Background: an optimization exercise with open tools, aiming at small area. Do not read the settings as production practice. Function was checked by simulation only, so behaviour that the tests miss may differ from the original. Power is estimated from default activity; no workload was simulated.

### flow/run.sh
#!/bin/bash
# synth_recipe.tcl (not shown) runs the flow's synth.tcl, then flattens the netlist and writes it again
# the make line also repeats each setting of config.mk as NAME=value (left out here)
make -C /OpenROAD-flow-scripts/flow DESIGN_CONFIG=/design/flow/config.mk WORK_HOME=/design/flow/orfs CLKGATE_MAP_FILE= SYNTH_SCRIPT=/design/flow/synth_recipe.tcl finish
### flow/config.mk
export PLATFORM = sky130hd
export DESIGN_NAME = gfe
export DESIGN_NICKNAME = gfe
export VERILOG_FILES = /design/flow/design.v
export SDC_FILE = /design/flow/constraint.sdc
export NUM_CORES = 4
export LEC_CHECK = 0
export CAP_MARGIN = 20
export CORE_MARGIN = 2
export CORE_UTILIZATION = 40
export SLEW_MARGIN = 20
### flow/constraint.sdc
create_clock -name core_clock -period 10.0 [get_ports {clk}]
set_input_delay 2.0000 -clock core_clock [delete_from_list [all_inputs] [get_ports {clk}]]
set_output_delay 2.0000 -clock core_clock [all_outputs]
set_load 0.01 [all_outputs]
### flow/design.v
module gfe #(
    parameter RXMAX = 128
) (
    input  wire        clk,
    input  wire        rst,
    input  wire        cmd_valid,
    output wire        cmd_ready,
    input  wire [23:0] cmd_word,
    output reg         rsp_valid,
    input  wire        rsp_ready,
    output wire [3:0]  rsp_rc,
    output reg  [15:0] rsp_val,
    output reg  [2:0]  rsp_nout,
    output reg  [39:0] rsp_out
);
    localparam PB = 3;
    localparam NP = 1 << PB;
    localparam SB = 7 - PB;           
    localparam [2:0] RC_OK = 3'd0, RC_ILLEGAL = 3'd1, RC_SEQ = 3'd2,
                     RC_RANGE = 3'd3, RC_OVF = 3'd4, RC_TRAIL = 3'd5;
    localparam [7:0] OP_NOP     = 8'h00, OP_GET     = 8'h01,
                     OP_CRC_CLR = 8'h10, OP_CRC_PUT = 8'h11,
                     OP_ESC_PUT = 8'h20, OP_UNE_CLR = 8'h21,
                     OP_UNE_PUT = 8'h22, OP_UNE_END = 8'h23,
                     OP_TX_START = 8'h30, OP_TX_PUT = 8'h31,
                     OP_TX_END  = 8'h32, OP_TX_CLR  = 8'h33,
                     OP_RX_CLR  = 8'h40, OP_RX_PUT  = 8'h41,
                     OP_RX_END  = 8'h42, OP_RX_LD   = 8'h43;
    localparam [2:0] ST_FILL = 3'd0, ST_FRAME = 3'd1, ST_ACKD = 3'd2,
                     ST_EMPTY = 3'd3, ST_SHORT = 3'd4, ST_TYPE = 3'd5,
                     ST_CSUM = 3'd6, ST_OVFL = 3'd7;
    localparam [3:0] K_NONE  = 4'd0,    
                     K_GET   = 4'd1,    
                     K_ESC   = 4'd2,    
                     K_TXPUT = 4'd3,    
                     K_BYTE  = 4'd4,    
                     K_TXEND = 4'd5,    
                     K_CRC   = 4'd6,    
                     K_PUT   = 4'd7,    
                     K_END   = 4'd8,    
                     K_READ  = 4'd9;    
    function [15:0] crc_bit;
        input [15:0] r;
        input        x;
        begin
            crc_bit = {r[14:0], x} ^ (r[15] ? 16'h1021 : 16'h0000);
        end
    endfunction
    function in_escset;
        input [7:0] b;
        begin
            in_escset = (b == 8'h0D) || (b == 8'h06) || (b == 8'h1B) ||
                        (b == 8'h80) || (b == 8'h40);
        end
    endfunction
    reg [15:0]  crc;
    reg         unepend;
    reg         txph;
    reg [1:0]   txcnt;
    reg [15:0]  txcrc;
    reg [7:0]   rxlen;
    reg         rxovf;
    reg [2:0]   rxstat;
    reg [7:0]   wp;        
    reg         esc2;      
    reg         sec;       
    reg [15:0]  dcrc;      
    reg [1023:0] ring;
    reg [6:0]    ph;
    reg         wpend;     
    reg         rpend;     
    reg         stg;       
    reg [3:0]   sc;        
    reg         srun;      
    reg [3:0]   kind;
    reg [2:0]   rc;
    reg [7:0]   R;         
    wire busy = wpend || rpend || srun;
    assign cmd_ready = !busy && !rsp_valid;
    assign rsp_rc    = {1'b0, rc};
    wire        accept = cmd_valid && cmd_ready;
    wire [7:0]  opc    = cmd_word[23:16];
    wire [15:0] arg    = cmd_word[15:0];
    wire [7:0]  b      = arg[7:0];
    reg legal;
    always @(*) begin
        case (opc)
            OP_NOP, OP_CRC_CLR, OP_UNE_CLR, OP_UNE_END,
            OP_TX_END, OP_TX_CLR, OP_RX_CLR, OP_RX_END:
                legal = (arg == 16'd0);
            OP_CRC_PUT, OP_ESC_PUT, OP_UNE_PUT, OP_TX_PUT, OP_RX_PUT:
                legal = (arg[15:8] == 8'd0);
            OP_GET:
                legal = (arg <= 16'd10);
            OP_TX_START:
                legal = (arg[15:8] == 8'd0) &&
                        (b == 8'h80 || b == 8'h40 || b == 8'h06);
            OP_RX_LD:
                legal = 1'b1;
            default:
                legal = 1'b0;
        endcase
    end
    wire       frame = (rxstat == ST_FRAME);
    wire [6:0] dlen  = wp[6:0] - 7'd6;      
    always @(*) begin
        case (R[3:0])
            4'd0:    rsp_val = crc;
            4'd1:    rsp_val = {15'd0, unepend};
            4'd2:    rsp_val = {13'd0, txcnt, txph};
            4'd3:    rsp_val = txcrc;
            4'd4:    rsp_val = {8'd0, rxlen};
            4'd5:    rsp_val = {15'd0, rxovf};
            4'd6:    rsp_val = {13'd0, rxstat};
            default: rsp_val = {9'd0, frame ? dlen : 7'd0};
        endcase
        if (kind != K_GET)
            rsp_val = (kind == K_END || kind == K_READ) ? {8'd0, R} : 16'd0;
    end
    wire        txe = (kind == K_TXEND);
    wire [7:0]  F   = txe ? txcrc[15:8] : R;
    wire [7:0]  L   = txcrc[7:0];
    wire        eF  = in_escset(F);
    wire        eL  = in_escset(L);
    always @(*) begin
        rsp_out[7:0]   = (kind == K_BYTE) ? R : (eF ? 8'h1B : F);
        rsp_out[15:8]  = eF ? ~F : (eL ? 8'h1B : L);
        rsp_out[23:16] = eF ? (eL ? 8'h1B : L) : (eL ? ~L : 8'h0D);
        rsp_out[31:24] = (eF && eL) ? ~L : 8'h0D;
        rsp_out[39:32] = 8'h0D;
        case (kind)
            K_BYTE:         rsp_nout = 3'd1;
            K_ESC, K_TXPUT: rsp_nout = {1'b0, eF, !eF};
            K_TXEND:        rsp_nout = 3'd3 + eF + eL;
            default:        rsp_nout = 3'd0;
        endcase
    end
    wire          use_wp = (kind == K_PUT) || stg;
    wire [6:0]    tgt    = use_wp ? wp[6:0] : R[6:0];
    wire          at     = (ph[SB-1:0] == tgt[SB-1:0]);
    wire [PB-1:0] port   = ph[6:SB] - tgt[6:SB];
    wire          wr     = wpend && at;
    wire          rd     = rpend && at;
    reg [7:0] rdata;
    integer j;
    always @(*) begin
        rdata = 8'd0;
        for (j = 0; j < NP; j = j + 1)
            if (port == j)
                rdata = ring[8*(j << SB) +: 8];
    end
    genvar g;
    generate
        for (g = 0; g < 128; g = g + 1) begin : slot
            wire [7:0] prev = ring[8*((g + 127) % 128) +: 8];
            if (g % (1 << SB) == 0) begin : wport
                always @(posedge clk)
                    ring[8*g +: 8] <= (wr && port == (g >> SB)) ? R : prev;
            end else begin : plain
                always @(posedge clk)
                    ring[8*g +: 8] <= prev;
            end
        end
    endgenerate
    wire       lastopen = esc2;     
    wire [7:0] mlen     = wp + lastopen;
    reg  [2:0] cls;
    always @(*) begin
        if (sec)
            cls = ST_SHORT;
        else if (R == 8'h06)
            cls = ST_ACKD;
        else if (R != 8'h00 && R != 8'h80 && R != 8'h40)
            cls = ST_TYPE;
        else if (mlen < 8'd6)
            cls = ST_SHORT;
        else if (dcrc != {8'h00, lastopen ? 8'h00 : rdata})
            cls = ST_CSUM;
        else if (lastopen || rdata != 8'h0D)
            cls = ST_SHORT;
        else
            cls = ST_FRAME;
    end
    wire sbit = !txe && R[~sc[2:0]];
    always @(posedge clk) begin
        if (rst) begin
            crc       <= 16'd0;
            unepend   <= 1'b0;
            txph      <= 1'b0;
            txcnt     <= 2'd0;
            txcrc     <= 16'd0;
            rxlen     <= 8'd0;
            rxovf     <= 1'b0;
            rxstat    <= ST_FILL;
            wp        <= 8'd0;
            esc2      <= 1'b0;
            sec       <= 1'b0;
            dcrc      <= 16'd0;
            ph        <= 7'd0;
            wpend     <= 1'b0;
            rpend     <= 1'b0;
            stg       <= 1'b0;
            srun      <= 1'b0;
            sc        <= 4'd0;
            kind      <= K_NONE;
            rc        <= RC_OK;
            rsp_valid <= 1'b0;
        end else begin
            ph <= ph + 1'b1;
            if (rsp_valid && rsp_ready)
                rsp_valid <= 1'b0;
            if (srun) begin
                sc <= sc + 1'b1;
                if (sc == 4'd15) begin
                    srun <= 1'b0;
                    if (txe)
                        rsp_valid <= 1'b1;
                end
                case (kind)
                    K_CRC:   crc   <= crc_bit(crc, sbit);
                    K_PUT:   dcrc  <= crc_bit(dcrc, sbit);
                    default: txcrc <= crc_bit(txcrc, sbit);
                endcase
            end
            if (wr) begin
                wpend <= 1'b0;
                wp    <= wp + 1'b1;
            end
            if (rd) begin
                R <= rdata;
                if (kind == K_END) begin
                    if (!stg) begin
                        stg <= 1'b1;
                    end else begin
                        stg       <= 1'b0;
                        rpend     <= 1'b0;
                        rxstat    <= cls;
                        R         <= {5'd0, cls};
                        rsp_valid <= 1'b1;
                    end
                end else begin
                    rpend     <= 1'b0;
                    rsp_valid <= 1'b1;
                end
            end
            if (accept) begin
                rsp_valid <= 1'b1;
                rc        <= RC_OK;
                kind      <= K_NONE;
                sc        <= 4'd8;
                if (!legal) begin
                    rc <= RC_ILLEGAL;
                end else begin
                    case (opc)
                        OP_GET: begin
                            R <= b;
                            if (b[3:0] == 4'd7 || b[3:0] == 4'd8 || b[3:0] == 4'd9) begin
                                R <= b - 8'd6;
                                if (b[3:0] == 4'd7 ? (rxstat != ST_FILL && rxlen != 8'd0)
                                                   : frame) begin
                                    kind      <= K_READ;
                                    rpend     <= 1'b1;
                                    rsp_valid <= 1'b0;
                                end
                            end else begin
                                kind <= K_GET;
                            end
                        end
                        OP_CRC_CLR:
                            crc <= 16'd0;
                        OP_CRC_PUT: begin
                            R    <= b;
                            kind <= K_CRC;
                            srun <= 1'b1;
                        end
                        OP_ESC_PUT: begin
                            R    <= b;
                            kind <= K_ESC;
                        end
                        OP_UNE_CLR:
                            unepend <= 1'b0;
                        OP_UNE_PUT: begin
                            R <= unepend ? ~b : b;
                            if (unepend) begin
                                unepend <= 1'b0;
                                kind    <= K_BYTE;
                            end else if (b == 8'h1B) begin
                                unepend <= 1'b1;
                            end else begin
                                kind    <= K_BYTE;
                            end
                        end
                        OP_UNE_END: begin
                            unepend <= 1'b0;
                            if (unepend)
                                rc <= RC_TRAIL;
                        end
                        OP_TX_START: begin
                            if (txph) begin
                                rc <= RC_SEQ;
                            end else begin
                                txcnt <= 2'd0;
                                txcrc <= 16'd0;
                                txph  <= (b != 8'h06);
                                R     <= b;
                                kind  <= K_BYTE;
                            end
                        end
                        OP_TX_PUT: begin
                            if (!txph) begin
                                rc <= RC_SEQ;
                            end else begin
                                if (txcnt != 2'd2)
                                    txcnt <= txcnt + 2'd1;
                                R    <= b;
                                kind <= K_TXPUT;
                                srun <= 1'b1;
                            end
                        end
                        OP_TX_END: begin
                            if (!txph || txcnt != 2'd2) begin
                                rc <= RC_SEQ;
                            end else begin
                                txph      <= 1'b0;
                                txcnt     <= 2'd0;
                                kind      <= K_TXEND;
                                sc        <= 4'd0;
                                srun      <= 1'b1;
                                rsp_valid <= 1'b0;
                            end
                        end
                        OP_TX_CLR: begin
                            txph  <= 1'b0;
                            txcnt <= 2'd0;
                            txcrc <= 16'd0;
                        end
                        OP_RX_CLR: begin
                            rxlen  <= 8'd0;
                            rxovf  <= 1'b0;
                            rxstat <= ST_FILL;
                            wp     <= 8'd0;
                            esc2   <= 1'b0;
                            sec    <= 1'b0;
                            dcrc   <= 16'd0;
                        end
                        OP_RX_PUT: begin
                            if (rxstat != ST_FILL) begin
                                rc <= RC_SEQ;
                            end else if (rxlen[7]) begin
                                rxovf <= 1'b1;
                                rc    <= RC_OVF;
                            end else begin
                                rxlen <= rxlen + 1'b1;
                                kind  <= K_PUT;
                                R     <= esc2 ? ~b : b;
                                sec   <= esc2;
                                if (rxlen == 8'd0) begin
                                    wpend <= 1'b1;
                                end else if (!esc2 && b == 8'h1B) begin
                                    esc2 <= 1'b1;
                                end else begin
                                    esc2  <= 1'b0;
                                    wpend <= 1'b1;
                                    srun  <= 1'b1;
                                end
                            end
                        end
                        OP_RX_END: begin
                            kind <= K_END;
                            if (rxstat != ST_FILL) begin
                                rc   <= RC_SEQ;
                                kind <= K_NONE;
                            end else if (rxovf) begin
                                rxstat <= ST_OVFL;
                                R      <= {5'd0, ST_OVFL};
                            end else if (rxlen == 8'd0) begin
                                rxstat <= ST_EMPTY;
                                R      <= {5'd0, ST_EMPTY};
                            end else begin
                                R         <= 8'd1;
                                rpend     <= 1'b1;
                                rsp_valid <= 1'b0;
                            end
                        end
                        OP_RX_LD: begin
                            if (!frame) begin
                                rc <= RC_SEQ;
                            end else if (arg[15:7] != 9'd0 || arg[6:0] >= dlen) begin
                                rc <= RC_RANGE;
                            end else begin
                                R         <= {1'b0, arg[6:0]} + 8'd4;
                                kind      <= K_READ;
                                rpend     <= 1'b1;
                                rsp_valid <= 1'b0;
                            end
                        end
                        default: ;
                    endcase
                end
            end
        end
    end
endmodule
==> summary.txt <==
per-layer routing:
layer | GRT usage (%) | wire length [µm] | vias up
li1 | - | - | 7904
met3 | 2.82 | 2940 | 135
met5 | 0 | 0 | -
met4 | 6.88 | 1970 | 0
met1 | 20.6 | 27800 | 7994
met2 | 26.2 | 28800 | 484
worst paths after layout:
kind / end / slack (ns) / cells past startpoint
worst min register to register: ring[248] / 0.31 / 0
worst max register to register: R[2] / 4.64 / 14
worst min-delay path: ring[248] / 0.31 / 0
worst max-delay path: rsp_nout[1] / 3.09 / 8
flip-flops by register name (all words and copies together) (netlist names), 2 cells and up:
signal  count
rxstat      3
wp          8
ph          7
txcrc      16
dcrc       16
rxlen       8
sc          4
R           8
rc          3
kind        4
ring     1024
txcnt       2
crc        16
worst reg2reg max path: cells and delay by family (launching register included):
kind            cells  cell delay, ns
compound gates      2            0.71
simple gates        6            2.38
flops               1            0.60
fa+ha+maj           2            0.34
mux                 2            0.67
buf+inv             1            0.06
xor+xnor            1            0.34
cells in the mapped netlist (5+ instances only):
cell	n
o31ai_1	10
a221oi_1	7
nor3b_1	8
or3_1	10
edfxtp_1	8
buf_4	9
o211ai_1	7
mux2i_1	32
nor2_1	132
o21ai_0	53
mux4_2	16
and2_1	8
buf_2	8
o21a_1	6
a21o_1	6
dfxtp_1	1121
nand3_1	35
mux2_2	71
a211oi_1	26
nor2b_1	21
nor3_1	25
a22oi_1	17
o21ai_1	5
a31oi_1	11
xnor2_1	26
clkbuf_1	69
nor4_1	19
xor2_1	13
nand2_1	176
o22ai_1	13
a21oi_1	92
or2_2	7
inv_1	29
a222oi_1	5
nand2b_1	6
and3_1	16
nand4_1	10
ha_1	23
cell families (layout without fill, tap and decap cells):
logic type / count (synthesis) / in the layout / synth area share, %
flops: 1129 / 1129 / 76.3
buf+inv: 121 / 333 / 1.70
compound gates: 308 / 308 / 6.75
mux: 119 / 119 / 4.98
other cells: 2 / 10 / 0.0253
xor+xnor: 39 / 39 / 1.15
fa+ha+maj: 24 / 24 / 1.04
simple gates: 502 / 502 / 8.07
per-stage QoR:
step           hold WS [ns]  worst slack (ns)  utilization (%)  std cells  total power [mW]
2_1_floorplan         0.310              5.02                -       2251              4.68
3_3_place_gp          0.310              4.07             43.1       3229              4.74
3_5_place_dp          0.312              3.90             43.1       3229              4.74
4_1_cts               0.309              3.17             48.1       3422              8.87
5_1_grt               0.312              2.92             48.2       3422              9.06
6_report              0.312              3.09             48.2       3423              8.76
power by group:
part	leakage (nW)	internal [mW]	switching [mW]
registers	9.10	4.51	0.00438
logic	2.68	0.0455	0.0843
clock network	1.82	2.46	1.66
layout by cell type, fill, tap and decap left out, drive strengths merged, types with 29 or more instances in the layout:
cell	netlist	layout
inv	30	38
clkdlybuf4s50	0	83
a21oi	93	93
o21ai	59	59
nand3	35	35
mux2i	32	32
nor3	29	29
clkinv	1	31
clkbuf	69	137
nor2	132	132
dfxtp	1121	1121
nand2	176	176
mux2	71	71
cell type report:
class                      instances  area, µm²  area share, %
antenna                            1       2.50        0.00709
clock buffer                     137       2920           8.26
clock inverter                    56        772           2.19
inverter                          31        116          0.330
multi-input combinational       1001       6600           18.7
sequential                      1129      22700           64.2
tap                              959       1200           3.40
timing repair buffer             109       1030           2.91
==> run_results.csv <==
group,metric,value,unit
timing,worst_pin_slew,1.14,ns
setup_path,crit_fanout,23,
logic_synthesis,postSynth.asyncResetShare,0,%
clock_network,cts_num_sinks,1129,
clock_network,post_cts_buffers,0,
logic_synthesis,synth-main-ff-cell,"dfxtp_1",
global_route,grtUsageTotal,15.9,%
hold_path,hp-start,"ring[240]",
floorplan,die_w,277,µm
global_route,grt_pass1_vias,16200,
setup_path,path_class,"flip-flop to output pin",
logic_synthesis,syn-instance-count,2244,
setup_path,start_kind,"flip-flop",
routing,dr_total_vias,16500,
floorplan,core-area,0.0733,mm²
setup_path,crit_buf_inv,2,
final_layout,area_growth,18.8,%
setup_path,worstPathCellList,"and4bb_2 > mux2i_1 > nand2_1 > or3_1 > o21ai_2 > inv_1 > o41ai_1 > clkdlybuf4s50_1",
routing,wl_per_cell,18.0,µm
setup_path,critical-path-top-delay-family,"simple AND/OR/NAND/NOR gates",
logic_synthesis,ys_seq_area_share,76.3,%
floorplan,start_util,40.5,%
floorplan,fp.dieH,277,µm
timing,finalCritPeriodShare,69.1,%
clock_network,h-tree-depth,3,
clock_network,cts_buffer_depth,3,
floorplan,dieArea,0.0765,mm²
placed_design,hpwl,40.5,mm
timing,fmax,145,MHz
clock_network,clkLatencyLatePin,0.66,ns
timing,tns,0,ns
outcome,status,"complete, no violations",
timing,final_max_slew_viol_count,0,
placed_design,portBuffers,83,
setup_path,r2r-start,"kind[0]",
routing,wl,61.5,mm
floorplan,ios,93,
setup_path,crit_required,8.00,ns
global_route,grt_max_degree,33,
final_layout,fin_area,0.0353,mm²
setup_path,cpPeakStageDelay,0.63,ns
routing,first_pass_iters,5,
setup_path,cpMaxStageDelayCell,"clkdlybuf4s50_1",
placed_design,place_area,0.0316,mm²
logic_synthesis,yosys-top-cells-area,"dfxtp_1 75%, mux2_2 2.7%, nand2_1 2.2%",
global_route,grt_overflow,0,
timing,setup_viol_count_final,0,
global_route,antenna_found_initial,0,
final_layout,drive_gt1_share,13.1,%
clock_network,numCtsBuffers,102,
clock_network,cts-root-buf,"clkbuf_16",
global_route,grt_pass1_wl,95.0,mm
final_layout,final_nets,2426,
routing,drc,0,
timing,rsz0062_at_grt,"no",
setup_path,end_kind,"output pin",
setup_path,worstPathArrival,4.91,ns
timing,min_period,6.91,ns
pwr,max-vdd-ir-drop,0.000146,V
routing,post_drt_via_cell_ratio,4.83,
clock_network,ctsResizeCount,0,
clock_network,clkTransAtPathRegs,0.07,ns
logic_synthesis,synth_top_area_cell,"dfxtp_1",
pwr,p_leak,13.6,nW
logic_synthesis,synth_top_area_share,75.5,%
logic_synthesis,syn-cell-area,0.0297,mm²
logic_synthesis,avgSynthCellArea,13.2,µm²
floorplan,rows,99,
timing,hold_viol,0,
timing,relSlewSlack,23.4,%
hold_path,worstHoldPathType,"flip-flop to flip-flop",
run,cap_viol_max_count,0,
timing,clock_skew,0.0266,ns
routing,ant_nets,0,
clock_network,cts_tree,"built",
logic_synthesis,synth.distinct_cells,82,
setup_path,crit_start,"kind[0]",
routing,drt_iter0_markers,1146,
logic_synthesis,synth_seq_cells,1129,
pwr,power_density,248,mW/mm²
placed_design,gp_congestion,0.917,
logic_synthesis,synth_warnings,1,
final_layout,fill_cells,6349,
clock_network,cts-hold-fix-buffers,0,
logic_synthesis,synth_edf_count,8,

## static timing again, ports no longer ideal
Ports are ideal in the flow. The routed layout listed here was re-timed in OpenROAD. Step 1 (the two cells are an assumption about what drives the block):
set clk [get_ports {clk}]
set_driving_cell -lib_cell sky130_fd_sc_hd__clkbuf_16 $clk
set_driving_cell -lib_cell sky130_fd_sc_hd__buf_2 [delete_from_list [all_inputs] $clk]
Step 2 moves the port delays by t, midway between the first and last clock arrival at a register: inputs arrive t later, outputs are due t later. That takes back most of the time a late clock gives input paths. Slacks: no drivers / after step 1 / after step 2; pairs: no drivers / after step 1.
shift t [ns]: 0.706
slack for setup (ns): 3.092 / 3.032 / 3.738
latest minus earliest clock arrival (ns): 0.028 / 0.028
slew at the worst register clock pin (ns): 0.07 / 0.07
After both steps this run still meets setup and hold. For this run, drivers alone change the setup slack by -0.060 ns; drivers and shift together by +0.646 ns.
